This is an optimization exercise on Yosys and OpenROAD, whose aim is small area, a short achievable clock period and few clock cycles, not a production implementation.
Function was checked by simulation only, so behaviour that the tests miss may differ from the original.
Power figures rest on the tool's default switching activity, not on a simulated workload.

File: flow/config.mk
export PLATFORM = sky130hd
export DESIGN_NAME = aw_core
export DESIGN_NICKNAME = aw_core
export VERILOG_FILES = /design/flow/design.v
export SDC_FILE = /design/flow/constraint.sdc
export NUM_CORES = 4
export LEC_CHECK = 0
export CAP_MARGIN = 20
export CORE_MARGIN = 2
export CORE_UTILIZATION = 65
export CTS_CLUSTER_DIAMETER = 60
export CTS_CLUSTER_SIZE = 30
export PLACE_DENSITY = 0.75
export SLEW_MARGIN = 20
File: flow/constraint.sdc
create_clock -name core_clock -period 10.0 [get_ports {clk}]
set_input_delay 2.0000 -clock core_clock [delete_from_list [all_inputs] [get_ports {clk}]]
set_output_delay 2.0000 -clock core_clock [all_outputs]
set_load 0.01 [all_outputs]
File: flow/design.v
module aw_qr_rows (
    input  wire [20:0]  sel,       
    input  wire [2:0]   qrst,
    input  wire [14:0]  fmt,
    input  wire [207:0] shv,
    output wire [20:0]  mod_row,
    output wire [20:0]  func_row
);
    wire [20:0] d_row =
          ({21{sel[0]}} & {1'b0, 1'b0, 1'b0, 1'b0, 1'b0, 1'b0, 1'b0, 1'b0, ~shv[73], shv[72], ~shv[71], shv[70], 1'b0, 1'b0, 1'b0, 1'b0, 1'b0, 1'b0, 1'b0, 1'b0, 1'b0})
        | ({21{sel[1]}} & {1'b0, 1'b0, 1'b0, 1'b0, 1'b0, 1'b0, 1'b0, 1'b0, shv[75], ~shv[74], shv[69], ~shv[68], 1'b0, 1'b0, 1'b0, 1'b0, 1'b0, 1'b0, 1'b0, 1'b0, 1'b0})
        | ({21{sel[2]}} & {1'b0, 1'b0, 1'b0, 1'b0, 1'b0, 1'b0, 1'b0, 1'b0, ~shv[77], shv[76], ~shv[67], shv[66], 1'b0, 1'b0, 1'b0, 1'b0, 1'b0, 1'b0, 1'b0, 1'b0, 1'b0})
        | ({21{sel[3]}} & {1'b0, 1'b0, 1'b0, 1'b0, 1'b0, 1'b0, 1'b0, 1'b0, shv[79], ~shv[78], shv[65], ~shv[64], 1'b0, 1'b0, 1'b0, 1'b0, 1'b0, 1'b0, 1'b0, 1'b0, 1'b0})
        | ({21{sel[4]}} & {1'b0, 1'b0, 1'b0, 1'b0, 1'b0, 1'b0, 1'b0, 1'b0, ~shv[81], shv[80], ~shv[63], shv[62], 1'b0, 1'b0, 1'b0, 1'b0, 1'b0, 1'b0, 1'b0, 1'b0, 1'b0})
        | ({21{sel[5]}} & {1'b0, 1'b0, 1'b0, 1'b0, 1'b0, 1'b0, 1'b0, 1'b0, shv[83], ~shv[82], shv[61], ~shv[60], 1'b0, 1'b0, 1'b0, 1'b0, 1'b0, 1'b0, 1'b0, 1'b0, 1'b0})
        | ({21{sel[6]}} & {1'b0, 1'b0, 1'b0, 1'b0, 1'b0, 1'b0, 1'b0, 1'b0, 1'b0, 1'b0, 1'b0, 1'b0, 1'b0, 1'b0, 1'b0, 1'b0, 1'b0, 1'b0, 1'b0, 1'b0, 1'b0})
        | ({21{sel[7]}} & {1'b0, 1'b0, 1'b0, 1'b0, 1'b0, 1'b0, 1'b0, 1'b0, shv[85], ~shv[84], shv[59], ~shv[58], 1'b0, 1'b0, 1'b0, 1'b0, 1'b0, 1'b0, 1'b0, 1'b0, 1'b0})
        | ({21{sel[8]}} & {1'b0, 1'b0, 1'b0, 1'b0, 1'b0, 1'b0, 1'b0, 1'b0, ~shv[87], shv[86], ~shv[57], shv[56], 1'b0, 1'b0, 1'b0, 1'b0, 1'b0, 1'b0, 1'b0, 1'b0, 1'b0})
        | ({21{sel[9]}} & {shv[185], ~shv[184], shv[183], ~shv[182], shv[137], ~shv[136], shv[135], ~shv[134], shv[89], ~shv[88], shv[55], ~shv[54], shv[25], ~shv[24], 1'b0, ~shv[23], shv[22], ~shv[9], shv[8], ~shv[7], shv[6]})
        | ({21{sel[10]}} & {~shv[187], shv[186], ~shv[181], shv[180], ~shv[139], shv[138], ~shv[133], shv[132], ~shv[91], shv[90], ~shv[53], shv[52], ~shv[27], shv[26], 1'b0, shv[21], ~shv[20], shv[11], ~shv[10], shv[5], ~shv[4]})
        | ({21{sel[11]}} & {shv[189], ~shv[188], shv[179], ~shv[178], shv[141], ~shv[140], shv[131], ~shv[130], shv[93], ~shv[92], shv[51], ~shv[50], shv[29], ~shv[28], 1'b0, ~shv[19], shv[18], ~shv[13], shv[12], ~shv[3], shv[2]})
        | ({21{sel[12]}} & {~shv[191], shv[190], ~shv[177], shv[176], ~shv[143], shv[142], ~shv[129], shv[128], ~shv[95], shv[94], ~shv[49], shv[48], ~shv[31], shv[30], 1'b0, shv[17], ~shv[16], shv[15], ~shv[14], shv[1], ~shv[0]})
        | ({21{sel[13]}} & {shv[193], ~shv[192], shv[175], ~shv[174], shv[145], ~shv[144], shv[127], ~shv[126], shv[97], ~shv[96], shv[47], ~shv[46], 1'b0, 1'b0, 1'b0, 1'b0, 1'b0, 1'b0, 1'b0, 1'b0, 1'b0})
        | ({21{sel[14]}} & {~shv[195], shv[194], ~shv[173], shv[172], ~shv[147], shv[146], ~shv[125], shv[124], ~shv[99], shv[98], ~shv[45], shv[44], 1'b0, 1'b0, 1'b0, 1'b0, 1'b0, 1'b0, 1'b0, 1'b0, 1'b0})
        | ({21{sel[15]}} & {shv[197], ~shv[196], shv[171], ~shv[170], shv[149], ~shv[148], shv[123], ~shv[122], shv[101], ~shv[100], shv[43], ~shv[42], 1'b0, 1'b0, 1'b0, 1'b0, 1'b0, 1'b0, 1'b0, 1'b0, 1'b0})
        | ({21{sel[16]}} & {~shv[199], shv[198], ~shv[169], shv[168], ~shv[151], shv[150], ~shv[121], shv[120], ~shv[103], shv[102], ~shv[41], shv[40], 1'b0, 1'b0, 1'b0, 1'b0, 1'b0, 1'b0, 1'b0, 1'b0, 1'b0})
        | ({21{sel[17]}} & {shv[201], ~shv[200], shv[167], ~shv[166], shv[153], ~shv[152], shv[119], ~shv[118], shv[105], ~shv[104], shv[39], ~shv[38], 1'b0, 1'b0, 1'b0, 1'b0, 1'b0, 1'b0, 1'b0, 1'b0, 1'b0})
        | ({21{sel[18]}} & {~shv[203], shv[202], ~shv[165], shv[164], ~shv[155], shv[154], ~shv[117], shv[116], ~shv[107], shv[106], ~shv[37], shv[36], 1'b0, 1'b0, 1'b0, 1'b0, 1'b0, 1'b0, 1'b0, 1'b0, 1'b0})
        | ({21{sel[19]}} & {shv[205], ~shv[204], shv[163], ~shv[162], shv[157], ~shv[156], shv[115], ~shv[114], shv[109], ~shv[108], shv[35], ~shv[34], 1'b0, 1'b0, 1'b0, 1'b0, 1'b0, 1'b0, 1'b0, 1'b0, 1'b0})
        | ({21{sel[20]}} & {~shv[207], shv[206], ~shv[161], shv[160], ~shv[159], shv[158], ~shv[113], shv[112], ~shv[111], shv[110], ~shv[33], shv[32], 1'b0, 1'b0, 1'b0, 1'b0, 1'b0, 1'b0, 1'b0, 1'b0, 1'b0});
    wire [20:0] f_row =
          ({21{sel[0]}} & {1'b0, 1'b0, 1'b0, 1'b0, 1'b0, 1'b0, 1'b0, 1'b0, 1'b0, 1'b0, 1'b0, 1'b0, fmt[0], 1'b0, 1'b0, 1'b0, 1'b0, 1'b0, 1'b0, 1'b0, 1'b0})
        | ({21{sel[1]}} & {1'b0, 1'b0, 1'b0, 1'b0, 1'b0, 1'b0, 1'b0, 1'b0, 1'b0, 1'b0, 1'b0, 1'b0, fmt[1], 1'b0, 1'b0, 1'b0, 1'b0, 1'b0, 1'b0, 1'b0, 1'b0})
        | ({21{sel[2]}} & {1'b0, 1'b0, 1'b0, 1'b0, 1'b0, 1'b0, 1'b0, 1'b0, 1'b0, 1'b0, 1'b0, 1'b0, fmt[2], 1'b0, 1'b0, 1'b0, 1'b0, 1'b0, 1'b0, 1'b0, 1'b0})
        | ({21{sel[3]}} & {1'b0, 1'b0, 1'b0, 1'b0, 1'b0, 1'b0, 1'b0, 1'b0, 1'b0, 1'b0, 1'b0, 1'b0, fmt[3], 1'b0, 1'b0, 1'b0, 1'b0, 1'b0, 1'b0, 1'b0, 1'b0})
        | ({21{sel[4]}} & {1'b0, 1'b0, 1'b0, 1'b0, 1'b0, 1'b0, 1'b0, 1'b0, 1'b0, 1'b0, 1'b0, 1'b0, fmt[4], 1'b0, 1'b0, 1'b0, 1'b0, 1'b0, 1'b0, 1'b0, 1'b0})
        | ({21{sel[5]}} & {1'b0, 1'b0, 1'b0, 1'b0, 1'b0, 1'b0, 1'b0, 1'b0, 1'b0, 1'b0, 1'b0, 1'b0, fmt[5], 1'b0, 1'b0, 1'b0, 1'b0, 1'b0, 1'b0, 1'b0, 1'b0})
        | ({21{sel[7]}} & {1'b0, 1'b0, 1'b0, 1'b0, 1'b0, 1'b0, 1'b0, 1'b0, 1'b0, 1'b0, 1'b0, 1'b0, fmt[6], 1'b0, 1'b0, 1'b0, 1'b0, 1'b0, 1'b0, 1'b0, 1'b0})
        | ({21{sel[8]}} & {fmt[0], fmt[1], fmt[2], fmt[3], fmt[4], fmt[5], fmt[6], fmt[7], 1'b0, 1'b0, 1'b0, 1'b0, fmt[7], fmt[8], 1'b0, fmt[9], fmt[10], fmt[11], fmt[12], fmt[13], fmt[14]})
        | ({21{sel[14]}} & {1'b0, 1'b0, 1'b0, 1'b0, 1'b0, 1'b0, 1'b0, 1'b0, 1'b0, 1'b0, 1'b0, 1'b0, fmt[8], 1'b0, 1'b0, 1'b0, 1'b0, 1'b0, 1'b0, 1'b0, 1'b0})
        | ({21{sel[15]}} & {1'b0, 1'b0, 1'b0, 1'b0, 1'b0, 1'b0, 1'b0, 1'b0, 1'b0, 1'b0, 1'b0, 1'b0, fmt[9], 1'b0, 1'b0, 1'b0, 1'b0, 1'b0, 1'b0, 1'b0, 1'b0})
        | ({21{sel[16]}} & {1'b0, 1'b0, 1'b0, 1'b0, 1'b0, 1'b0, 1'b0, 1'b0, 1'b0, 1'b0, 1'b0, 1'b0, fmt[10], 1'b0, 1'b0, 1'b0, 1'b0, 1'b0, 1'b0, 1'b0, 1'b0})
        | ({21{sel[17]}} & {1'b0, 1'b0, 1'b0, 1'b0, 1'b0, 1'b0, 1'b0, 1'b0, 1'b0, 1'b0, 1'b0, 1'b0, fmt[11], 1'b0, 1'b0, 1'b0, 1'b0, 1'b0, 1'b0, 1'b0, 1'b0})
        | ({21{sel[18]}} & {1'b0, 1'b0, 1'b0, 1'b0, 1'b0, 1'b0, 1'b0, 1'b0, 1'b0, 1'b0, 1'b0, 1'b0, fmt[12], 1'b0, 1'b0, 1'b0, 1'b0, 1'b0, 1'b0, 1'b0, 1'b0})
        | ({21{sel[19]}} & {1'b0, 1'b0, 1'b0, 1'b0, 1'b0, 1'b0, 1'b0, 1'b0, 1'b0, 1'b0, 1'b0, 1'b0, fmt[13], 1'b0, 1'b0, 1'b0, 1'b0, 1'b0, 1'b0, 1'b0, 1'b0})
        | ({21{sel[20]}} & {1'b0, 1'b0, 1'b0, 1'b0, 1'b0, 1'b0, 1'b0, 1'b0, 1'b0, 1'b0, 1'b0, 1'b0, fmt[14], 1'b0, 1'b0, 1'b0, 1'b0, 1'b0, 1'b0, 1'b0, 1'b0});
    wire [20:0] c_row =
          ({21{sel[0]}} & 21'h1FC07F)
        | ({21{sel[1]}} & 21'h104041)
        | ({21{sel[2]}} & 21'h17405D)
        | ({21{sel[3]}} & 21'h17405D)
        | ({21{sel[4]}} & 21'h17405D)
        | ({21{sel[5]}} & 21'h104041)
        | ({21{sel[6]}} & 21'h1FD57F)
        | ({21{sel[8]}} & 21'h000040)
        | ({21{sel[10]}} & 21'h000040)
        | ({21{sel[12]}} & 21'h000040)
        | ({21{sel[13]}} & 21'h000100)
        | ({21{sel[14]}} & 21'h00007F)
        | ({21{sel[15]}} & 21'h000041)
        | ({21{sel[16]}} & 21'h00005D)
        | ({21{sel[17]}} & 21'h00005D)
        | ({21{sel[18]}} & 21'h00005D)
        | ({21{sel[19]}} & 21'h000041)
        | ({21{sel[20]}} & 21'h00007F);
    wire [20:0] fn_row =
          ({21{sel[0]}} & 21'h1FE1FF)
        | ({21{sel[1]}} & 21'h1FE1FF)
        | ({21{sel[2]}} & 21'h1FE1FF)
        | ({21{sel[3]}} & 21'h1FE1FF)
        | ({21{sel[4]}} & 21'h1FE1FF)
        | ({21{sel[5]}} & 21'h1FE1FF)
        | ({21{sel[6]}} & 21'h1FFFFF)
        | ({21{sel[7]}} & 21'h1FE1FF)
        | ({21{sel[8]}} & 21'h1FE1FF)
        | ({21{sel[9]}} & 21'h000040)
        | ({21{sel[10]}} & 21'h000040)
        | ({21{sel[11]}} & 21'h000040)
        | ({21{sel[12]}} & 21'h000040)
        | ({21{sel[13]}} & 21'h0001FF)
        | ({21{sel[14]}} & 21'h0001FF)
        | ({21{sel[15]}} & 21'h0001FF)
        | ({21{sel[16]}} & 21'h0001FF)
        | ({21{sel[17]}} & 21'h0001FF)
        | ({21{sel[18]}} & 21'h0001FF)
        | ({21{sel[19]}} & 21'h0001FF)
        | ({21{sel[20]}} & 21'h0001FF);
    assign mod_row  = (d_row & {21{qrst[1]}}) | (f_row & {21{qrst[2]}}) | (c_row & {21{qrst[0]}});
    assign func_row = fn_row & {21{qrst[0]}};
endmodule
module aw_gf_mul (
    input  wire [7:0] a,
    input  wire [7:0] b,
    output reg  [7:0] p
);
    reg [14:0] r;
    integer k;
    always @(*) begin
        r = 15'd0;
        for (k = 0; k < 8; k = k + 1)
            if (b[k]) r = r ^ ({7'd0, a} << k);
        for (k = 14; k >= 8; k = k - 1)
            if (r[k]) r = r ^ (15'h11D << (k - 8));
        p = r[7:0];
    end
endmodule
module aw_core (
    input  wire        clk,
    input  wire        rst,
    input  wire        cmd_valid,
    output wire        cmd_ready,
    input  wire [31:0] cmd,
    output reg         rsp_valid,
    output reg  [31:0] rsp
);
    localparam [7:0] OP_NOP     = 8'h00;
    localparam [7:0] OP_BUF_WR  = 8'h01;
    localparam [7:0] OP_BUF_RD  = 8'h02;
    localparam [7:0] OP_CSR_RD  = 8'h03;
    localparam [7:0] OP_GF_EXP  = 8'h30;
    localparam [7:0] OP_GF_LOG  = 8'h31;
    localparam [7:0] OP_GF_MUL  = 8'h32;
    localparam [7:0] OP_RS_GEN  = 8'h40;
    localparam [7:0] OP_RS_ENC  = 8'h41;
    localparam [7:0] OP_RS_SYN  = 8'h42;
    localparam [7:0] OP_FMT_ENC = 8'h50;
    localparam [7:0] OP_QR_INIT = 8'h60;
    localparam [7:0] OP_QR_DATA = 8'h61;
    localparam [7:0] OP_QR_FMT  = 8'h62;
    localparam [7:0] OP_QR_GET  = 8'h63;
    localparam [7:0] OP_QR_ROW  = 8'h64;
    localparam [23:0] CORE_ID = 24'h415701;
    localparam F_WR   = 0;    
    localparam F_RD   = 1;    
    localparam F_CSR  = 2;    
    localparam F_EXP  = 3;    
    localparam F_LOG  = 4;    
    localparam F_MUL  = 5;    
    localparam F_GEN  = 6;    
    localparam F_ENC  = 7;    
    localparam F_SYN  = 8;    
    localparam F_FENC = 9;    
    localparam F_INIT = 10;   
    localparam F_DATA = 11;   
    localparam F_FMT  = 12;   
    localparam F_GET  = 13;   
    localparam F_ROW  = 14;   
    localparam F_LEG  = 15;   
    localparam F_DOM  = 16;   
    localparam F_NOP  = 17;   
    localparam ND     = 18;
    localparam NF     = 18;
    function [7:0] gen_coef;
        input [2:0] j;
        case (j)
            3'd0: gen_coef = 8'h75;
            3'd1: gen_coef = 8'h44;
            3'd2: gen_coef = 8'h0B;
            3'd3: gen_coef = 8'hA4;
            3'd4: gen_coef = 8'h9A;
            3'd5: gen_coef = 8'h7A;
            3'd6: gen_coef = 8'h7F;
            default: gen_coef = 8'h01;
        endcase
    endfunction
    function [7:0] gf_cmul;
        input [7:0] a;
        input [7:0] b;
        reg [14:0] r;
        integer k;
        begin
            r = 15'd0;
            for (k = 0; k < 8; k = k + 1)
                if (b[k]) r = r ^ ({7'd0, a} << k);
            for (k = 14; k >= 8; k = k - 1)
                if (r[k]) r = r ^ (15'h11D << (k - 8));
            gf_cmul = r[7:0];
        end
    endfunction
    function [7:0] xtime;
        input [7:0] v;
        xtime = {v[6:0], 1'b0} ^ (v[7] ? 8'h1D : 8'h00);
    endfunction
    function [14:0] bch_format;
        input [4:0] d;
        reg [14:0] v;
        integer k;
        begin
            v = {d, 10'd0};
            for (k = 14; k >= 10; k = k - 1)
                if (v[k]) v = v ^ (15'h537 << (k - 10));
            bch_format = {d, v[9:0]} ^ 15'h5412;
        end
    endfunction
    localparam NP = 29;
    function [NP-1:0] predecode;
        input [31:0] c;
        reg [7:0] o;
        begin
            o = c[31:24];
            predecode = {c[23:16] <= 8'h19,
                         c[15:8] <= 8'd1,  c[15:8] <= 8'd20, c[23:16] <= 8'd20,
                         c[23:16] <= 8'd31, c[23:16] <= 8'd6,  c[23:16] <= 8'd7,
                         c[23:16] <= 8'd1,
                         o == OP_BUF_WR && c[7:0] == 8'd0 && c[23:16] <= 8'h19,
                         c[23:16] == 8'd0, !c[15], c[14:8] == 7'd0, c[7:0] == 8'd0,
                         o == OP_QR_ROW,  o == OP_QR_GET,  o == OP_QR_FMT,  o == OP_QR_DATA,
                         o == OP_QR_INIT, o == OP_FMT_ENC, o == OP_RS_SYN,  o == OP_RS_ENC,
                         o == OP_RS_GEN,  o == OP_GF_MUL,  o == OP_GF_LOG,  o == OP_GF_EXP,
                         o == OP_CSR_RD,  o == OP_BUF_RD,  o == OP_BUF_WR,  o == OP_NOP};
        end
    endfunction
    function [ND-1:0] decode;
        input [NP-1:0] p;
        input [7:0]    a;
        input [7:0]    b;
        reg z8, z16, z24, zi, fz, fa_, fab, fi;
        begin
            z8  = p[16];
            z16 = p[16] && p[17] && p[18];
            z24 = z16 && p[19];
            zi  = p[18] && p[19];
            fz  = (p[0] || p[8] || p[11] || p[12]) && z24;
            fa_ = (p[2] || p[3] || p[4] || p[5] || p[7] || p[9] || p[10]) && z16;
            fab = (p[1] || p[6] || p[14] || p[15]) && z8;
            fi  = p[13] && zi;
            decode = {ND{1'b0}};
            decode[F_LEG]  = fz || fa_ || fab || fi;
            decode[F_NOP]  = p[0] && z24;
            decode[F_WR]   = p[20];
            decode[F_RD]   = p[2] && z16 && p[28];
            decode[F_CSR]  = p[3] && z16 && p[21];
            decode[F_EXP]  = p[4] && z16;
            decode[F_LOG]  = p[5] && z16 && !p[19];
            decode[F_DOM]  = p[5] && z16 && p[19];
            decode[F_MUL]  = p[6] && z8;
            decode[F_GEN]  = p[7] && z16 && p[22];
            decode[F_ENC]  = p[8] && z24;
            decode[F_SYN]  = p[9] && z16 && p[23];
            decode[F_FENC] = p[10] && z16 && p[24];
            decode[F_INIT] = p[11] && z24;
            decode[F_DATA] = p[12] && z24;
            decode[F_FMT]  = p[13] && zi;
            decode[F_GET]  = p[14] && z8 && p[25] && p[26];
            decode[F_ROW]  = p[15] && z8 && p[25] && p[27];
        end
    endfunction
    reg  [7:0]  cw [0:25];    
    reg  [7:0]  sh [0:25];    
    reg  [14:0] fmt;          
    reg  [2:0]  qrst;
    reg         clean;        
    reg         rdy;          
    reg         rdy_o;        
    reg         v_q;          
    reg  [NP-1:0] p_q;        
    reg           inv_q;      
    reg           fwd_q;      
    reg  [23:0] c_q;          
    reg  [5:0]  rs_hi;        
    reg  [3:0]  rs_lo;        
    reg  [4:0]  rd_q;         
    reg  [6:0]  rd_hi;        
    reg  [3:0]  rd_lo;        
    reg  [7:0]  rb_q;         
    reg         ph;           
    reg  [4:0]  ep;           
    reg  [7:0]  rem [0:6];    
    reg         rz;           
    reg         sl_busy;      
    reg  [7:0]  sl_acc;
    reg  [7:0]  sl_cnt;
    reg  [2:0]  sl_k;         
    assign cmd_ready = rdy_o;
    wire [7:0]  fa    = c_q[23:16];
    wire [7:0]  fb    = c_q[15:8];
    wire [14:0] imm15 = c_q[14:0];
    wire [NF-1:0] f_q = decode(p_q, c_q[23:16], c_q[15:8]);
    wire [NF-1:0] e = f_q;
    wire seq_data = !qrst[0] || qrst[1];
    wire seq_fmt  = !qrst[0] || qrst[2];
    wire do_wr    = e[F_WR];
    wire do_data  = e[F_DATA] && !seq_data;
    wire do_fmt   = e[F_FMT] && !seq_fmt;
    wire syn_slow = v_q && e[F_SYN] && !clean;
    wire slow     = (v_q && (e[F_EXP] || e[F_LOG] || e[F_GET] || e[F_RD])) || syn_slow;
    genvar g;
    wire [7:0] cw_sel [0:25];
    generate
        for (g = 0; g < 26; g = g + 1) begin : g_cwx
            assign cw_sel[g] = cw[g] & {8{rd_hi[g / 4] && rd_lo[g % 4]}};
        end
    endgenerate
    reg [7:0] cw_rd;
    integer j;
    always @(*) begin
        cw_rd = 8'd0;
        for (j = 0; j < 26; j = j + 1) cw_rd = cw_rd | cw_sel[j];
    end
    wire       eng_done = (ep == 5'd19);
    wire       inv      = do_wr && inv_q;
    wire [4:0] ep_s     = inv ? 5'd0 : ep;
    wire       fwd      = do_wr && fwd_q;
    wire       rem_z    = inv || rz;
    wire       eng_step = inv ? fwd : (!eng_done && (fwd || ph));
    wire [7:0] eng_byte = fwd ? fb : rb_q;
    wire       ph_n     = !inv && !eng_step && !eng_done && (rd_q == ep);
    wire [7:0] rem_s [0:6];
    wire [7:0] rem_n [0:6];
    wire [7:0] rs_fb = eng_byte ^ rem_s[0];
    generate
        for (g = 0; g < 7; g = g + 1) begin : g_rs
            assign rem_s[g] = rem_z ? 8'd0 : rem[g];
            if (g < 6) begin : g_mid
                assign rem_n[g] = rem_s[g + 1] ^ gf_cmul(gen_coef(3'd6 - g), rs_fb);
            end else begin : g_last
                assign rem_n[g] = gf_cmul(gen_coef(3'd0), rs_fb);
            end
        end
    endgenerate
    wire [4:0] ep_n = eng_step ? ep_s + 5'd1 : ep_s;
    wire [7:0] exp_tgt = (fa == 8'd255) ? 8'd0 : fa;
    wire [2:0] syn_t   = (fa[2:0] == 3'd0) ? 3'd1 : fa[2:0];
    wire       syn_mul = (sl_k != syn_t);
    reg        sl_done;
    always @(*) begin
        if (f_q[F_SYN])      sl_done = !syn_mul && (sl_cnt[4:0] == 5'd25);
        else if (f_q[F_EXP]) sl_done = (sl_cnt == exp_tgt);
        else if (f_q[F_LOG]) sl_done = (sl_acc == fa);
        else if (f_q[F_RD])  sl_done = sl_cnt[0];   
        else                 sl_done = 1'b1;       
    end
    wire stall    = (e[F_ENC] && !eng_done) || (slow && !(sl_busy && sl_done));
    wire complete = v_q && !stall;
    wire [7:0] cnt_n = !sl_busy ? 8'd0 : ((f_q[F_SYN] && syn_mul) ? sl_cnt : sl_cnt + 8'd1);
    wire [207:0] shv;
    generate
        for (g = 0; g < 26; g = g + 1) begin : g_sh
            assign shv[207 - 8 * g -: 8] = sh[g];
        end
    endgenerate
    wire [20:0] mod_row, func_row;
    wire [20:0] row_sel;
    generate
        for (g = 0; g < 21; g = g + 1) begin : g_rsel
            assign row_sel[g] = rs_hi[g / 4] && rs_lo[g % 4];
        end
    endgenerate
    aw_qr_rows u_rows (.sel(row_sel), .qrst(qrst), .fmt(fmt), .shv(shv),
                       .mod_row(mod_row), .func_row(func_row));
    wire [20:0] rsp_row = rsp[20:0];
    wire        get_mod = rsp_row[fb[4:0]];
    wire        get_fn  = func_row[fb[4:0]];
    wire [7:0] prod;
    aw_gf_mul u_mul (.a(fa), .b(fb), .p(prod));
    wire seq_err = (e[F_DATA] && seq_data) || (e[F_FMT] && seq_fmt);
    wire ran  = |{e[F_WR], e[F_RD], e[F_CSR], e[F_EXP], e[F_LOG], e[F_MUL], e[F_GEN],
                  e[F_ENC], e[F_SYN], e[F_FENC], e[F_INIT], e[F_DATA], e[F_FMT],
                  e[F_GET], e[F_ROW], e[F_DOM], e[F_NOP]};
    wire r_ill = !e[F_LEG];
    wire r_rng = e[F_LEG] && !ran;
    wire [7:0] r_st = {3'd0, r_ill | r_rng | seq_err, 2'd0, e[F_DOM] | seq_err, r_rng};
    wire row_mod = (e[F_ROW] && !fb[0]) || (e[F_GET] && !sl_busy);
    wire [23:0] r_val =
          ({24{e[F_RD]}}              & {16'd0, rb_q})
        | ({24{e[F_CSR] && !fa[0]}}   & CORE_ID)
        | ({24{e[F_CSR] && fa[0]}}    & {21'd0, qrst})
        | ({24{e[F_EXP]}}             & {16'd0, sl_acc})
        | ({24{e[F_LOG]}}             & {16'd0, sl_cnt})
        | ({24{e[F_MUL]}}             & {16'd0, prod})
        | ({24{e[F_GEN]}}             & {16'd0, gen_coef(fa[2:0])})
        | ({24{syn_slow}}             & {16'd0, sl_acc ^ rb_q})
        | ({24{e[F_FENC]}}            & {9'd0, bch_format(fa[4:0])})
        | ({24{e[F_GET] && sl_busy}}  & {22'd0, get_fn, get_mod})
        | ({24{row_mod}}              & {3'd0, mod_row})
        | ({24{e[F_ROW] && fb[0]}}    & {3'd0, func_row});
    wire accept     = cmd_valid && rdy;
    wire clean_n    = (e[F_ENC] && eng_done) ? 1'b1 : (do_wr ? 1'b0 : clean);
    wire eng_done_n = (ep_n == 5'd19);
    wire [7:0] op_in = cmd[31:24];
    wire in_stall = ((op_in == OP_RS_ENC) && !eng_done_n) || (op_in == OP_GF_EXP) ||
                    (op_in == OP_GF_LOG) || (op_in == OP_QR_GET) || (op_in == OP_BUF_RD) ||
                    ((op_in == OP_RS_SYN) && !clean_n);
    wire rdy_n = accept ? !in_stall : (!v_q || complete || (e[F_ENC] && eng_done_n));
    wire [NP-1:0] pd_in = predecode(cmd);
    wire [4:0] in_a    = cmd[20:16];
    wire [4:0] ep_p1   = ep + 5'd1;
    wire       a_eq    = inv ? (eng_step ? in_a == 5'd1 : in_a == 5'd0)
                             : (eng_step ? in_a == ep_p1 : in_a == ep);
    wire       a_lt    = inv ? (eng_step && in_a == 5'd0)
                             : (eng_step ? in_a < ep_p1 : in_a < ep);
    wire [4:0] rd_n = (v_q && e[F_RD]) ? fa[4:0] :
                      (syn_slow && !complete) ? cnt_n[4:0] : ep_n;
    integer i;
    always @(posedge clk) begin
        if (rst) begin
            rdy       <= 1'b1;
            v_q       <= 1'b0;
            rsp_valid <= 1'b0;
            qrst      <= 3'd0;
            clean     <= 1'b1;
            ep        <= 5'd0;
            rz        <= 1'b1;
            ph        <= 1'b0;
            sl_busy   <= 1'b0;
        end else begin
            rdy       <= rdy_n;
            v_q       <= accept || (v_q && !complete);
            rsp_valid <= complete;
            clean     <= clean_n;
            ep        <= ep_n;
            rz        <= rem_z && !eng_step;
            ph        <= ph_n;
            if (e[F_INIT]) qrst <= 3'b001;
            if (do_data)   qrst[1] <= 1'b1;
            if (do_fmt)    qrst[2] <= 1'b1;
            sl_busy   <= slow && !(sl_busy && sl_done);
        end
    end
    always @(posedge clk) begin
        if (rst || rdy)
        begin
            p_q <= pd_in & {NP{cmd_valid && !rst}};
            inv_q <= a_lt;
            fwd_q <= a_eq || (in_a == 5'd0);
        end
        c_q[7:0] <= cmd[7:0];
        if (rdy) begin
            c_q[23:8] <= cmd[23:8];
            rs_hi <= 6'd1 << cmd[20:18];
            rs_lo <= 4'd1 << cmd[17:16];
        end
        rsp <= {r_st, r_val};
        rb_q <= cw_rd;
        rdy_o <= rst || rdy_n;
        rd_q <= rd_n;
        rd_hi <= 7'd1 << rd_n[4:2];
        rd_lo <= 4'd1 << rd_n[1:0];
        if (eng_step)
            for (i = 0; i < 7; i = i + 1) rem[i] <= rem_n[i];
        if (do_fmt) fmt <= imm15;
        if (do_data)
            for (i = 0; i < 26; i = i + 1) sh[i] <= cw[i];
        if (slow) begin
            sl_cnt <= cnt_n;
            if (!sl_busy) begin
                sl_acc <= f_q[F_SYN] ? 8'd0 : 8'd1;
                sl_k   <= 3'd0;
            end else if (f_q[F_SYN]) begin
                if (syn_mul) begin
                    if (sl_k < fa[2:0]) sl_acc <= xtime(sl_acc);
                    sl_k   <= sl_k + 3'd1;
                end else begin
                    sl_acc <= sl_acc ^ rb_q;
                    sl_k   <= 3'd0;
                end
            end else begin
                sl_acc <= xtime(sl_acc);
            end
        end
    end
    wire       enc_wr = v_q && e[F_ENC] && eng_done;
    wire [7:0] wr_d   = rst ? 8'd0 : fb;
    generate
        for (g = 0; g < 26; g = g + 1) begin : g_cw
            wire we = rst || (do_wr && fa[4:0] == g);
            if (g < 19) begin : g_data
                always @(posedge clk)
                    if (we) cw[g] <= wr_d;
            end else begin : g_par
                always @(posedge clk)
                    if (we || enc_wr) cw[g] <= (enc_wr && !rst) ? rem[g - 19] : wr_d;
            end
        end
    endgenerate
endmodule
File: flow/flow/run.sh
#!/bin/bash
set -euo pipefail
export SETUP_SLACK_MARGIN=6.9
export BUFFER_PORTS_ARGS="-buffer_cell sky130_fd_sc_hd__buf_1"
bash standard.sh > standard_make.log 2>&1
File: flow/standard.sh
#!/bin/bash
# synth_recipe.tcl (not shown) runs the flow's synth.tcl, then flattens the netlist and writes it again
# the make line also repeats each setting of config.mk as NAME=value (left out here)
make -C /OpenROAD-flow-scripts/flow DESIGN_CONFIG=/design/flow/config.mk WORK_HOME=/design/flow/orfs CLKGATE_MAP_FILE= SYNTH_SCRIPT=/design/flow/synth_recipe.tcl "${@:-finish}"
==> flow_metrics.tcl, run 1 <==
set metrics [dict create \
    max-vdd-ir-drop_mv 0.494 \
    max_cap_violations 0 \
    syn-mean-instance-area_sq_um 12.7 \
    finalSetupTns_ps 0 \
    power.static_leakage_nw 11.1 \
    cp_slowest_stage_delay_ps 380 \
    antenna_found_initial 2 \
    drc 0 \
    critPathMaxFanout 2 \
    min_period_over_period_pct 31.3 \
    seq_power_share_pct 43.4 \
    final_design_area_no_fill_sq_mm 0.0318 \
    globalRoute.totalOverflow 0 \
    num_rows 77 \
    full_die_area_sq_mm 0.0459 \
    ys_warn_count 5 \
    totalWireLength_um 93100 \
    drt_iter0_drc 3683 \
    worst_path_bufs_invs 1 \
    report.final.slew_viol_count 0 \
    cts.clk_slew.worst_paths_ps 100 \
    place_worst_setup_slack_ps 6140 \
    criticalPathCategory "reg -> out" \
    postPlaceCellArea_sq_mm 0.0297 \
    timing.hold.ws_ps 410 \
    fin_ws_ps 6870 \
    pwr-share-comb_pct 33.2 \
    proportion_of_power_drawn_by_the_clock_network_pct 23.3 \
    crit_chain "buf_6" \
    syn_area_sq_mm 0.0288 \
    postSynthCellCount 2272 \
    hpwlAfterDp_um 62800 \
    path_delay_family "flip-flops" \
    dominantRegCellSynth "sky130_fd_sc_hd__edfxtp_1" \
    power.net_switching_mw 2.84 \
    timing_worst_slew_pin_value_ps 1150 \
    die_height_um 214 \
    synthArstFlopShare_pct 0 \
    post-layout-total-power_mw 8.34 \
    final.fill_count 3028 \
    worst_path_max_delay_cell "sky130_fd_sc_hd__dfxtp_4" \
    floorplan.initialDensity_pct 65.5 \
    timing.hold.worst.class "reg -> reg" \
    clock.fmax_ghz 0.319 \
    synth.ff_latch_count 636 \
    synthDistinctLibCells 90 \
    num_vias 20700 \
    core_area_sq_mm 0.0439 \
    gp_routability_congestion 1.04 \
    start_kind "flop" \
    routed_vias_inst 7.02 \
    holdBufCountCts 0 \
    clock_latency_of_the_later_clocked_register_in_the_worst_skew_pair_ps 630 \
    first_global_vias 19700 \
    clock_root_buffer "sky130_fd_sc_hd__clkbuf_16" \
    pin_count 69 \
    outcome "timing/DRC/antenna clean" \
    data_arrival_critical_path_ps 1130 \
    synth-seq-area-share_pct 63.9 \
    cts.sinks 636 \
    rsz0062_at_grt "true" \
    final.setup_skew_ps 60.2 \
    internal-power_mw 5.50 \
    grt_pass1_wl_um 134000 \
    grt_max_degree 210 \
    synth_enable_flop_cells 563 \
    dr.pass1.iters 12 \
    layout.nets 2371 \
    io_buffers 61 \
    clockBufferDepth 3 \
    area_delta_synth_final_pct 10.7 \
    wl_per_cell_um 31.6 \
    max-slew-margin-rel_pct 23.2 \
    numCtsBuffers 41 \
    final_hold_viol_count 0 \
    globalRouteTotalUtil_pct 40.1 \
    die-width_um 214 \
    powerDensity_mw_per_mm2 262 \
    swShare_pct 34.0 \
    setup_viol 0 \
    cts_tree "yes" \
    critical_path_required_ps 8000 \
    detail-route-antenna-nets 0 \
    r2r_setup_slack_ps 6910 \
    post_route_cells_drive_above_1_share_pct 13.1 \
    layout_min_cycle_time_ps 3130 \
    critical_path.endpoint_type "output port" \
    htree_num_levels 2 \
]
final timing paths:
| check | from | to | cells past startpoint |
|---|---|---|---|
| worst max-delay path | rsp[1] | rsp[1] | 1 |
| worst min-delay path | c_q[7] | fmt[7] | 0 |
| worst max register to register | rs_lo[1] | rsp[0] | 11 |
| worst min register to register | c_q[7] | fmt[7] | 0 |
registers in the layout (all words and copies together) (netlist names), 3 cells and up:
name    cells
sl_acc      8
rsp        25
sh        208
rd_hi       7
rs_hi       6
qrst        3
sl_k        3
sl_cnt      8
c_q        24
ep          5
p_q        29
rd_q        5
cw        208
rs_lo       4
fmt        15
rb_q        8
rd_lo       4
rem        56
timing repair:
action                     4_1_cts  5_1_grt
cloned                           2        1
pin swaps                        6        4
resized for setup               73       27
buffers inserted                18        6
setup endpoints to repair      119      163
logic make-up after synthesis:
| logic type | Yosys count | synth area share (%) |
|---|---|---|
| buffers and inverters | 181 | 2.59 |
| other | 1 | 0.0130 |
| AND/OR/NAND/NOR | 699 | 11.1 |
| multiplexers | 23 | 1.23 |
| flip-flops | 636 | 63.9 |
| XOR/XNOR | 253 | 8.76 |
| AO/OA/AOI/OAI | 461 | 11.6 |
| adder cells (fa/ha/maj) | 18 | 0.809 |
cell usage after synthesis, types with 6 or more instances:
cell | n | area (sq um)
sky130_fd_sc_hd__a2111oi_0 | 6 | 52.6
sky130_fd_sc_hd__a211oi_1 | 11 | 82.6
sky130_fd_sc_hd__a21o_1 | 19 | 143
sky130_fd_sc_hd__a21oi_1 | 57 | 285
sky130_fd_sc_hd__a221oi_1 | 21 | 184
sky130_fd_sc_hd__a222oi_1 | 41 | 410
sky130_fd_sc_hd__a22o_1 | 34 | 298
sky130_fd_sc_hd__a22oi_1 | 72 | 541
sky130_fd_sc_hd__a31oi_1 | 12 | 75.1
sky130_fd_sc_hd__and3_1 | 21 | 131
sky130_fd_sc_hd__buf_1 | 18 | 67.6
sky130_fd_sc_hd__buf_4 | 9 | 67.6
sky130_fd_sc_hd__clkbuf_1 | 106 | 398
sky130_fd_sc_hd__dfxtp_1 | 73 | 1460
sky130_fd_sc_hd__edfxtp_1 | 563 | 16900
sky130_fd_sc_hd__ha_1 | 17 | 213
sky130_fd_sc_hd__inv_1 | 40 | 150
sky130_fd_sc_hd__mux2i_1 | 8 | 80.1
sky130_fd_sc_hd__mux4_2 | 6 | 135
sky130_fd_sc_hd__nand2_1 | 348 | 1310
sky130_fd_sc_hd__nand2b_1 | 10 | 62.6
sky130_fd_sc_hd__nand3_1 | 62 | 310
sky130_fd_sc_hd__nand4_1 | 20 | 125
sky130_fd_sc_hd__nor2_1 | 122 | 458
sky130_fd_sc_hd__nor2b_1 | 18 | 113
sky130_fd_sc_hd__nor3_1 | 25 | 125
sky130_fd_sc_hd__nor3b_1 | 8 | 60.1
sky130_fd_sc_hd__nor4_1 | 16 | 100
sky130_fd_sc_hd__o2111ai_1 | 8 | 70.1
sky130_fd_sc_hd__o211ai_1 | 14 | 105
sky130_fd_sc_hd__o21ai_0 | 85 | 425
sky130_fd_sc_hd__o221ai_1 | 7 | 61.3
sky130_fd_sc_hd__o22ai_1 | 30 | 188
sky130_fd_sc_hd__xnor2_1 | 165 | 1450
sky130_fd_sc_hd__xnor2_2 | 10 | 163
sky130_fd_sc_hd__xnor2_4 | 11 | 303
sky130_fd_sc_hd__xor2_1 | 64 | 561
layer usage:
| metal | routed length, um | track usage, % | up-vias |
|---|---|---|---|
| met5 | 12 | 0.104 | - |
| met4 | 4780 | 16.4 | 2 |
| met3 | 14100 | 11.8 | 291 |
| met2 | 40300 | 59.0 | 1783 |
| met1 | 34000 | 56.6 | 10000 |
| li1 | - | - | 8565 |
final cells by class:
class,instances,area (sq um),area share (%)
clock buffers,43,1050,3.31
diodes,1,2.50,0.00786
clock inverters,32,474,1.49
well taps,592,741,2.33
repair buffers,133,1000,3.14
multi-input cells,1463,9990,31.4
flip-flops and latches,636,18400,57.8
inverters,43,185,0.581
through the flow:
stage | cells | utilization, %
after floorplan | 2278 | -
after global placement | 2839 | 67.6
after detailed placement | 2839 | 67.6
after CTS | 2934 | 72.0
after global routing | 2942 | 72.5
final | 2943 | 72.5
cells in the final DEF, fill, tap and decap left out, types with 43 or more instances in the layout:
cell type and n:
sky130_fd_sc_hd__clkbuf_16 43, sky130_fd_sc_hd__dfxtp_1 55, sky130_fd_sc_hd__buf_4 62, sky130_fd_sc_hd__nor2_1 118
sky130_fd_sc_hd__a21oi_1 55, sky130_fd_sc_hd__nand2_1 347, sky130_fd_sc_hd__a22oi_1 71, sky130_fd_sc_hd__xor2_1 64
sky130_fd_sc_hd__xnor2_1 165, sky130_fd_sc_hd__nand3_1 60, sky130_fd_sc_hd__edfxtp_1 563, sky130_fd_sc_hd__o21ai_0 77
power groups by stage:
stage               combinational (mW)  sequential (mW)  clock [mW]
floorplan                         2.05             3.56           0
global placement                  2.55             3.66           0
detailed placement                2.61             3.67           0
CTS                               2.73             3.61        1.94
global route                      2.93             3.63        2.03
finish                            2.77             3.62        1.95
Testbench counts, summed over its fixed seeds: cycles 2,320.
==> run 2, diff against run 1 <==
==> flow/flow/run.sh (replaced) <==
#!/bin/bash
set -euo pipefail
export SETUP_SLACK_MARGIN=7.0
export BUFFER_PORTS_ARGS="-buffer_cell sky130_fd_sc_hd__buf_1"
bash standard.sh > standard_make.log 2>&1
==> flow_metrics.tcl, run 2 <==
set metrics [dict create \
    hpwlAfterDp_um 61500 \
    worst_path_max_delay_cell "sky130_fd_sc_hd__dfxtp_4" \
    critical_path.endpoint_type "output port" \
    timing_worst_slew_pin_value_ps 1240 \
    worst_path_bufs_invs 1 \
    globalRouteTotalUtil_pct 39.9 \
    synthDistinctLibCells 90 \
    ys_warn_count 5 \
    postPlaceCellArea_sq_mm 0.0297 \
    final.fill_count 2964 \
    clock.fmax_ghz 0.319 \
    syn-mean-instance-area_sq_um 12.7 \
    path_delay_family "flip-flops" \
    globalRoute.totalOverflow 0 \
    powerDensity_mw_per_mm2 262 \
    syn_area_sq_mm 0.0288 \
    post-layout-total-power_mw 8.45 \
    rsz0062_at_grt "true" \
    timing.hold.ws_ps 418 \
    synth.ff_latch_count 636 \
    first_global_vias 19600 \
    place_worst_setup_slack_ps 6200 \
    die-width_um 214 \
    r2r_setup_slack_ps 6980 \
    synth_enable_flop_cells 563 \
    die_height_um 214 \
    wirelength_met1_um 32600 \
    core_area_sq_mm 0.0439 \
    max_cap_violations 0 \
    grt_pass1_wl_um 133000 \
    post_route_cells_drive_above_1_share_pct 15.4 \
    power.static_leakage_nw 11.2 \
    fin_ws_ps 6860 \
    rr_worst_depth 11 \
    final_hold_viol_count 0 \
    io_buffers 61 \
    final.setup_skew_ps 51.4 \
    yosysTopAreaCellShare_pct 58.8 \
    numCtsBuffers 39 \
    drt_iter0_drc 4288 \
    critical_path_required_ps 8000 \
    regToRegEndpoint "rsp[5]" \
    layout.nets 2389 \
    clock_root_buffer "sky130_fd_sc_hd__clkbuf_16" \
    holdPathStages 0 \
    totalWireLength_um 92600 \
    finalNonFillerCells 2958 \
    criticalPathCategory "reg -> out" \
    min_period_over_period_pct 31.4 \
    clockBufferDepth 3 \
    top_regs "cw: 208 flops, sh: 208 flops, rem: 56 flops" \
    cp_num_cells 1 \
    endpoint_of_the_worst_hold_timing_path "fmt[7]" \
    pin_count 69 \
    cp_slowest_stage_delay_ps 400 \
    setup_viol 0 \
    final_design_area_no_fill_sq_mm 0.0322 \
    gp_routability_congestion 0.983 \
    postSynthCellCount 2272 \
    finalSetupTns_ps 0 \
    synthTopCellsByCount "563 x sky130_fd_sc_hd__edfxtp_1, 348 x sky130_fd_sc_hd__nand2_1, 165 x sky130_fd_sc_hd__xnor2_1" \
    utilization_after_layout_pct 73.3 \
    met3RoutedLength_um 14800 \
    report.final.slew_viol_count 0 \
    start_kind "flop" \
    antenna_found_initial 1 \
    num_rows 77 \
    holdBufCountCts 0 \
    met2WireLength_um 39400 \
    cts.clk_slew.worst_paths_ps 100 \
    cts_tree "yes" \
    max-vdd-ir-drop_mv 0.580 \
    drc 0 \
    clock_latency_of_the_later_clocked_register_in_the_worst_skew_pair_ps 640 \
    grt_max_degree 210 \
    htree_num_levels 2 \
    dr.max_layer_used "met4" \
    n_antenna_cell 0 \
    data_arrival_critical_path_ps 1140 \
    synth_largest_area_cell "sky130_fd_sc_hd__edfxtp_1" \
    full_die_area_sq_mm 0.0459 \
    mostFrequentLayoutCells "563 x sky130_fd_sc_hd__edfxtp_1, 346 x sky130_fd_sc_hd__nand2_1, 162 x sky130_fd_sc_hd__xnor2_1, 114 x sky130_fd_sc_hd__nor2_1, 77 x sky130_fd_sc_hd__o21ai_0" \
    dr.pass1.iters 11 \
    critPathMaxFanout 2 \
    wl_per_cell_um 31.3 \
    timing.hold.worst.start "c_q[7]" \
    timing.rr.start "rs_lo[0]" \
    crit_chain "buf_6" \
    dp.cells 2836 \
    outcome "timing/DRC/antenna clean" \
    synthArstFlopShare_pct 0 \
    floorplan.initialDensity_pct 65.5 \
    dominantRegCellSynth "sky130_fd_sc_hd__edfxtp_1" \
    netlist_top_cells_area "sky130_fd_sc_hd__edfxtp_1 59%, sky130_fd_sc_hd__dfxtp_1 5.1%, sky130_fd_sc_hd__xnor2_1 5.0%" \
    timing.hold.worst.class "reg -> reg" \
    yosys.cell_count.top_type "sky130_fd_sc_hd__edfxtp_1" \
    cts.sinks 636 \
    max-slew-margin-rel_pct 17.1 \
    layout_min_cycle_time_ps 3140 \
    synth-seq-area-share_pct 63.9 \
    num_vias 20800 \
    area_delta_synth_final_pct 12.0 \
    layout.cells.most_common "sky130_fd_sc_hd__edfxtp_1" \
    detail-route-antenna-nets 0 \
    routed_vias_inst 7.02 \
]
-- run 2: cell counts after synthesis --
Identical to the previous run, type by type.
-- run 2: worst max-delay path by stage --
stage	slack (ps)	start	to
floorplan	3640	p_q[16]	sh[0][0]
global placement	6220	rst	cw[16][7]
detailed placement	6200	cmd[18]	inv_q
CTS	6870	rsp[15]	rsp[15]
global route	6870	rsp[19]	rsp[19]
finish	6860	rsp[20]	rsp[20]
-- run 2: cell families (layout without fill, tap and decap cells) --
group / after synthesis / count (layout) / share of synthesized area [%]
flip-flops: 636 / 636 / 63.9
XOR/XNOR: 253 / 253 / 8.76
buffers and inverters: 181 / 266 / 2.59
multiplexers: 23 / 23 / 1.23
AND/OR/NAND/NOR: 699 / 702 / 11.1
AO/OA/AOI/OAI: 461 / 461 / 11.6
other: 1 / 7 / 0.0130
adder cells (fa/ha/maj): 18 / 18 / 0.809
-- run 2: cell type report --
| class | instances | area (sq um) | area share [%] |
|---|---|---|---|
| Timing Repair Buffer | 152 | 1290 | 4.02 |
| Multi-Input combinational cell | 1464 | 10200 | 31.6 |
| Clock buffer | 41 | 1000 | 3.12 |
| Sequential cell | 636 | 18400 | 57.1 |
| Tap cell | 592 | 741 | 2.30 |
| Clock inverter | 30 | 408 | 1.27 |
| Inverter | 43 | 184 | 0.571 |
-- run 2: timing repair --
| action | 4_1_cts | 5_1_grt |
|---|---|---|
| buffers inserted | 28 | 19 |
| hold endpoints to repair | 0 | 0 |
| setup endpoints to repair | 242 | 135 |
| gates resized for setup | 115 | 57 |
| cloned | 3 | 1 |
| pin swaps | 10 | 20 |
-- run 2: where the power goes --
group | switching [mW] | total, mW | internal (mW)
sequential | 0.222 | 3.63 | 3.41
clock | 1.02 | 1.86 | 0.836
combinational | 1.69 | 2.96 | 1.27
-- run 2: layer usage --
metal,track usage [%],vias to the layer above
met2,58.2,1865
met5,0,-
met1,55.6,9988
li1,-,8583
met4,18.4,0
met3,12.1,343
==> run 3, diff against run 2 <==
==> flow/flow/run.sh (replaced) <==
#!/bin/bash
set -euo pipefail
export SETUP_SLACK_MARGIN=6.8
export BUFFER_PORTS_ARGS="-buffer_cell sky130_fd_sc_hd__buf_1"
bash standard.sh > standard_make.log 2>&1
==> flow_metrics.tcl, run 3 <==
set metrics [dict create \
    powerDensity_mw_per_mm2 264 \
    numCtsBuffers 38 \
    clockBufferDepth 3 \
    timing_worst_slew_pin_value_ps 978 \
    pwr-share-comb_pct 33.8 \
    num_vias 20500 \
    critical_path_required_ps 10500 \
    finalSetupTns_ps 0 \
    die_height_um 214 \
    wl_per_cell_um 31.3 \
    synth_largest_area_cell "sky130_fd_sc_hd__edfxtp_1" \
    clock.fmax_ghz 0.306 \
    globalRoute.totalOverflow 0 \
    setup_viol 0 \
    routed_vias_inst 6.99 \
    cts.sinks 636 \
    mostFrequentLayoutCells "563 x sky130_fd_sc_hd__edfxtp_1, 348 x sky130_fd_sc_hd__nand2_1, 164 x sky130_fd_sc_hd__xnor2_1, 118 x sky130_fd_sc_hd__nor2_1, 78 x sky130_fd_sc_hd__o21ai_0" \
    swShare_pct 34.4 \
    synthArstFlopShare_pct 0 \
    pin_count 69 \
    power.net_switching_mw 2.86 \
    dr.pass1.iters 8 \
    start_kind "flop" \
    first_global_vias 19200 \
    grt_max_degree 210 \
    synth.ff_latch_count 636 \
    syn_area_sq_mm 0.0288 \
    cts.clk_slew.worst_paths_ps 100 \
    netlist_top_cells_area "sky130_fd_sc_hd__edfxtp_1 59%, sky130_fd_sc_hd__dfxtp_1 5.1%, sky130_fd_sc_hd__xnor2_1 5.0%" \
    io_buffers 61 \
    synthTopCellsByCount "563 x sky130_fd_sc_hd__edfxtp_1, 348 x sky130_fd_sc_hd__nand2_1, 165 x sky130_fd_sc_hd__xnor2_1" \
    layout.nets 2368 \
    synth-seq-area-share_pct 63.9 \
    drc 0 \
    timing.hold.worst.class "reg -> reg" \
    outcome "timing/DRC/antenna clean" \
    yosys.cell_count.top_type "sky130_fd_sc_hd__edfxtp_1" \
    place_worst_setup_slack_ps 5990 \
    globalRouteTotalUtil_pct 39.7 \
    die-width_um 214 \
    synthDistinctLibCells 90 \
    max-vdd-ir-drop_mv 0.674 \
    floorplan.initialDensity_pct 65.5 \
    max-slew-margin-rel_pct 34.8 \
    seq_power_share_pct 43.8 \
    synth_enable_flop_cells 563 \
    max_cap_violations 0 \
    data_arrival_critical_path_ps 3770 \
    holdBufCountCts 0 \
    critPathMaxFanout 22 \
    drt_iter0_drc 4047 \
    yosysTopAreaCellShare_pct 58.8 \
    layout_min_cycle_time_ps 3270 \
    report.final.slew_viol_count 0 \
    core_area_sq_mm 0.0439 \
    clock_root_buffer "sky130_fd_sc_hd__clkbuf_16" \
    hpwlAfterDp_um 61800 \
    critical_path.endpoint_type "flop" \
    detail-route-antenna-nets 0 \
    post_route_cells_drive_above_1_share_pct 10.6 \
    num_rows 77 \
    fin_ws_ps 6730 \
    grt_pass1_wl_um 132000 \
    timing.hold.ws_ps 414 \
    internal-power_mw 5.47 \
    antenna_found_initial 3 \
    rsz0062_at_grt "true" \
    gp_routability_congestion 0.970 \
    totalWireLength_um 92000 \
    dominantRegCellSynth "sky130_fd_sc_hd__edfxtp_1" \
    syn-mean-instance-area_sq_um 12.7 \
    final.setup_skew_ps 30.3 \
    min_period_over_period_pct 32.7 \
    htree_num_levels 2 \
    layout.cells.most_common "sky130_fd_sc_hd__edfxtp_1" \
    cts_tree "yes" \
    proportion_of_power_drawn_by_the_clock_network_pct 22.4 \
    power.static_leakage_nw 10.9 \
    top_regs "cw: 208 flops, sh: 208 flops, rem: 56 flops" \
    criticalPathCategory "reg -> reg" \
    ys_warn_count 5 \
    area_delta_synth_final_pct 9.62 \
    final_hold_viol_count 0 \
    postSynthCellCount 2272 \
    full_die_area_sq_mm 0.0459 \
    final.fill_count 3038 \
    clock_latency_of_the_later_clocked_register_in_the_worst_skew_pair_ps 600 \
]
## run 3: cell counts after synthesis
No cell type changed its count.
## run 3: what timing repair did
action                     4_1_cts  5_1_grt
setup buffers                    7       22
gates resized for setup         14       22
gates cloned                     2        0
setup endpoints to repair       93      105
pin swaps                        2        8
## run 3: worst paths after layout
| check | start | end | slack (ps) | depth (start not counted) |
|---|---|---|---|---|
| max | rs_lo[2] | rsp[13] | 6730 | 9 |
| min | c_q[2] | fmt[2] | 410 | 0 |
| max reg2reg | rs_lo[2] | rsp[13] | 6730 | 9 |
| min reg2reg | c_q[2] | fmt[2] | 410 | 0 |
## run 3: metal layers
metal / part of all wire (%) / vias to the layer above / global-route usage (%)
met5: 0.022 / - / 0
met4: 6.1 / 4 / 19.5
met3: 15 / 295 / 11.2
met2: 42 / 1783 / 56.5
met1: 36 / 9897 / 56.9
li1: - / 8552 / -
## run 3: worst max-delay path, cell delays in order, from the launching register on
cell	delay, ps
sky130_fd_sc_hd__edfxtp_1	340
sky130_fd_sc_hd__buf_4	370
sky130_fd_sc_hd__clkinvlp_4	470
sky130_fd_sc_hd__nor2_2	760
sky130_fd_sc_hd__a21oi_1	180
sky130_fd_sc_hd__o211ai_1	130
sky130_fd_sc_hd__a221oi_1	100
sky130_fd_sc_hd__o2111ai_1	420
sky130_fd_sc_hd__a22oi_1	140
sky130_fd_sc_hd__o211ai_1	250
## run 3: cells by family (layout without fill, tap and decap cells)
logic type                 Yosys count  in the layout  synth area share, %
AOI/OAI and AO/OA                  461            461                 11.6
and+or+nand+nor                    699            701                 11.1
other                                1              8               0.0130
DFF                                636            636                 63.9
xor gates and xnor gates           253            253                 8.76
adders and majority gates           18             18                0.809
buffers and inverters              181            246                 2.59
muxes                               23             23                 1.23
## run 3: final cells by class
cell class,count,area [sq um],area share (%)
inverters,43,178,0.564
flip-flops and latches,636,18400,58.3
clock inverters,28,407,1.29
repair buffers,133,875,2.77
well taps,592,741,2.35
diodes,1,2.50,0.00794
clock buffers,42,1030,3.27
multi-input cells,1463,9920,31.5
## run 3: power groups by stage
stage / combinational [mW] / sequential [mW] / clock [mW]
2_1_floorplan: 2.05 / 3.56 / 0
3_3_place_gp: 2.54 / 3.70 / 0
3_5_place_dp: 2.60 / 3.70 / 0
4_1_cts: 2.65 / 3.64 / 1.86
5_1_grt: 2.96 / 3.66 / 1.95
6_report: 2.82 / 3.65 / 1.86
## run 3: through the flow
step / instance area [sq um] / util, % / total power [mW] / instances
3_5_place_dp: 29600 / 67.4 / 6.30 / 2835
6_report: 31500 / 71.8 / 8.33 / 2938
3_3_place_gp: 29600 / 67.4 / 6.24 / 2835
5_1_grt: 31500 / 71.7 / 8.57 / 2937
4_1_cts: 31200 / 71.0 / 8.14 / 2914
2_1_floorplan: 28900 / - / 5.61 / 2278
==> run 4, diff against run 3 <==
==> flow/flow/run.sh (replaced) <==
#!/bin/bash
set -euo pipefail
export SETUP_SLACK_MARGIN=6.9
export BUFFER_PORTS_ARGS="-buffer_cell sky130_fd_sc_hd__buf_1"
bash standard.sh > standard_make.log 2>&1
--- a/flow/config.mk
+++ b/flow/config.mk
@@ -8,7 +8,7 @@
 export CAP_MARGIN = 20
 export CORE_MARGIN = 2
-export CORE_UTILIZATION = 65
+export CORE_UTILIZATION = 75
 export CTS_CLUSTER_DIAMETER = 60
 export CTS_CLUSTER_SIZE = 30
-export PLACE_DENSITY = 0.75
+export PLACE_DENSITY = 0.85
 export SLEW_MARGIN = 20
==> flow_metrics.tcl, run 4 <==
set metrics [dict create \
    cts.sinks 636 \
    synth_enable_flop_cells 563 \
    finalSetupTns_ps 0 \
    syn-mean-instance-area_sq_um 12.7 \
    layout.cells.most_common "sky130_fd_sc_hd__edfxtp_1" \
    hpwlAfterDp_um 60300 \
    yosys.cell_count.top_type "sky130_fd_sc_hd__edfxtp_1" \
    synthTopCellsByCount "563 x sky130_fd_sc_hd__edfxtp_1, 348 x sky130_fd_sc_hd__nand2_1, 165 x sky130_fd_sc_hd__xnor2_1" \
    setup_viol 0 \
    cts.clk_slew.worst_paths_ps 90 \
    clock_root_buffer "sky130_fd_sc_hd__clkbuf_16" \
    first_global_vias 19900 \
    drc 0 \
    wl_per_cell_um 32.0 \
    postPlaceCellArea_sq_mm 0.0295 \
    final_design_area_no_fill_sq_mm 0.0318 \
    path_delay_family "compound AO/OA/AOI/OAI gates" \
    layout_min_cycle_time_ps 3160 \
    ys_warn_count 5 \
    outcome "timing/DRC/antenna clean" \
    timing.hold.ws_ps 414 \
    full_die_area_sq_mm 0.0399 \
    dr.pass1.iters 11 \
    dominantRegCellSynth "sky130_fd_sc_hd__edfxtp_1" \
    synth.ff_latch_count 636 \
    final.setup_skew_ps 36.3 \
    htree_num_levels 2 \
    drt_iter0_drc 4599 \
    synth_largest_area_cell "sky130_fd_sc_hd__edfxtp_1" \
    holdBufCountCts 0 \
    numCtsBuffers 36 \
    pin_count 69 \
    utilization_after_layout_pct 84.2 \
    crit_chain "clkbuf_2 > buf_4 > a21o_1" \
    die-width_um 200 \
    gp_routability_congestion 1.01 \
    post-layout-total-power_mw 8.29 \
    dp.cells 2752 \
    globalRoute.totalOverflow 0 \
    max-vdd-ir-drop_mv 0.623 \
    floorplan.initialDensity_pct 76.2 \
    grt_pass1_wl_um 131000 \
    start_kind "input port" \
    seq_area_sq_mm 0.0184 \
    cts_tree "yes" \
    final_hold_viol_count 0 \
    rsz0062_at_grt "true" \
    num_rows 71 \
    pwr-share-comb_pct 34.3 \
    top_regs "cw: 208 flops, sh: 208 flops, rem: 56 flops" \
    criticalPathCategory "in -> reg" \
    cp_slowest_stage_delay_ps 770 \
    io_buffers 61 \
    routed_vias_inst 7.37 \
    clock_latency_of_the_later_clocked_register_in_the_worst_skew_pair_ps 620 \
    critical_path_required_ps 10220 \
    globalRouteTotalUtil_pct 46.5 \
    synthDistinctLibCells 90 \
    post_route_cells_drive_above_1_share_pct 13.7 \
    report.final.slew_viol_count 0 \
    worst_path_max_delay_cell "sky130_fd_sc_hd__a21o_1" \
    final.fill_count 1953 \
    synthArstFlopShare_pct 0 \
    max-slew-margin-rel_pct 20.4 \
    netlist_top_cells_area "sky130_fd_sc_hd__edfxtp_1 59%, sky130_fd_sc_hd__dfxtp_1 5.1%, sky130_fd_sc_hd__xnor2_1 5.0%" \
    data_arrival_critical_path_ps 3370 \
    core_area_sq_mm 0.0378 \
    min_period_over_period_pct 31.6 \
    multiInputGateArea_sq_mm 0.0101 \
    mostFrequentLayoutCells "563 x sky130_fd_sc_hd__edfxtp_1, 348 x sky130_fd_sc_hd__nand2_1, 164 x sky130_fd_sc_hd__xnor2_1, 114 x sky130_fd_sc_hd__nor2_1, 77 x sky130_fd_sc_hd__o21ai_0" \
    power.net_switching_mw 2.84 \
    layout.nets 2374 \
    place_worst_setup_slack_ps 6120 \
    grt_max_degree 210 \
    num_vias 21100 \
    swShare_pct 34.3 \
    r2r_setup_slack_ps 6900 \
    yosysTopAreaCellShare_pct 58.8 \
    worst_path_bufs_invs 2 \
    detail-route-antenna-nets 0 \
    finalNonFillerCells 2860 \
    area_delta_synth_final_pct 10.5 \
    antenna_found_initial 2 \
    postSynthCellCount 2272 \
    max_cap_violations 0 \
    clockBufferDepth 3 \
    synth-seq-area-share_pct 63.9 \
    timing.hold.worst.class "reg -> reg" \
    die_height_um 200 \
    fin_ws_ps 6840 \
    internal-power_mw 5.45 \
    powerDensity_mw_per_mm2 261 \
    seq_power_share_pct 43.7 \
    power.static_leakage_nw 11.1 \
    totalWireLength_um 91600 \
    critPathMaxFanout 46 \
    clock.fmax_ghz 0.317 \
    syn_area_sq_mm 0.0288 \
    proportion_of_power_drawn_by_the_clock_network_pct 22.0 \
    timing_worst_slew_pin_value_ps 1190 \
    critical_path.endpoint_type "flop" \
]
[run 4: cell type report]
type | instances | share of cell area [%]
Antenna cell | 1 | 0.00788
Clock buffer | 40 | 3.05
Clock inverter | 25 | 1.30
Inverter | 43 | 0.583
Multi-Input combinational cell | 1463 | 31.7
Sequential cell | 636 | 57.9
Tap cell | 511 | 2.01
Timing Repair Buffer | 141 | 3.42
[run 4: worst paths after layout]
| kind | startpoint | to | cells past startpoint |
|---|---|---|---|
| max reg2reg | rs_hi[2] | rsp[5] | 10 |
| min | c_q[0] | fmt[0] | 0 |
| max | rst | cw[10][6] | 3 |
| min reg2reg | c_q[0] | fmt[0] | 0 |
[run 4: cells by family (layout without fill, tap and decap cells)]
family | count (synthesis) | in the layout | share of synthesized area (%)
compound gates | 461 | 461 | 11.6
xor+xnor | 253 | 253 | 8.76
fa+ha+maj | 18 | 18 | 0.809
buf+inv | 181 | 249 | 2.59
flops | 636 | 636 | 63.9
mux | 23 | 23 | 1.23
other cells | 1 | 8 | 0.0130
simple gates | 699 | 701 | 11.1
[run 4: power groups by stage]
stage	Clock [mW]	Combinational, mW	Sequential [mW]
6_report	1.83	2.85	3.62
5_1_grt	1.89	2.98	3.63
4_1_cts	1.81	2.70	3.61
3_5_place_dp	0	2.60	3.67
3_3_place_gp	0	2.52	3.66
2_1_floorplan	0	2.05	3.56
[run 4: layer usage]
| layer | wire length (um) | GRT usage [%] | part of all wire, % |
|---|---|---|---|
| met5 | 7 | 0 | 0.0076 |
| met4 | 5740 | 22.4 | 6.3 |
| met2 | 38600 | 66.6 | 42 |
| met3 | 17600 | 18.8 | 19 |
| met1 | 29700 | 62.6 | 32 |
[run 4: repair_timing]
| item | 4_1_cts | 5_1_grt |
|---|---|---|
| gates cloned | 3 | 0 |
| setup buffers | 8 | 31 |
| setup endpoints to repair | 208 | 85 |
| resized for setup | 80 | 48 |
| pin swaps | 7 | 6 |

==> re-timing with driven ports <==
The flow's constraints put no driver on any port. The routed layouts listed below were extracted and timed again, unchanged, in two steps.
Step 1 assumes that a clkbuf_16 drives the clock port and a buf_2 every other input.
Step 2, shift: input delay + t, output delay - t, t = (earliest + latest rising clock arrival at the registers) / 2. This alone moves slack from input paths to output paths.
Slacks: ideal / step 1 / step 2; pairs: ideal / step 1.
run | t, ns | slack for setup (ns) | hold WS [ns] | worst setup path at the end | cell pins on the clock port's net
run 1 | 0.653 | 6.868 / 6.812 / 6.293 | 0.410 / 0.410 / 0.410 | input to register | 1
run 2 | 0.674 | 6.862 / 6.802 / 6.323 | 0.418 / 0.418 / 0.418 | input to register | 1
run 3 | 0.650 | 6.729 / 6.729 / 6.253 | 0.414 / 0.414 / 0.414 | input to register | 1
run 4 | 0.657 | 6.845 / 6.800 / 6.216 | 0.414 / 0.414 / 0.414 | input to register | 1
After both steps every run listed still meets setup and hold. For run 4, which loses most, drivers alone change the setup slack by -0.045 ns; drivers and shift together by -0.629 ns.
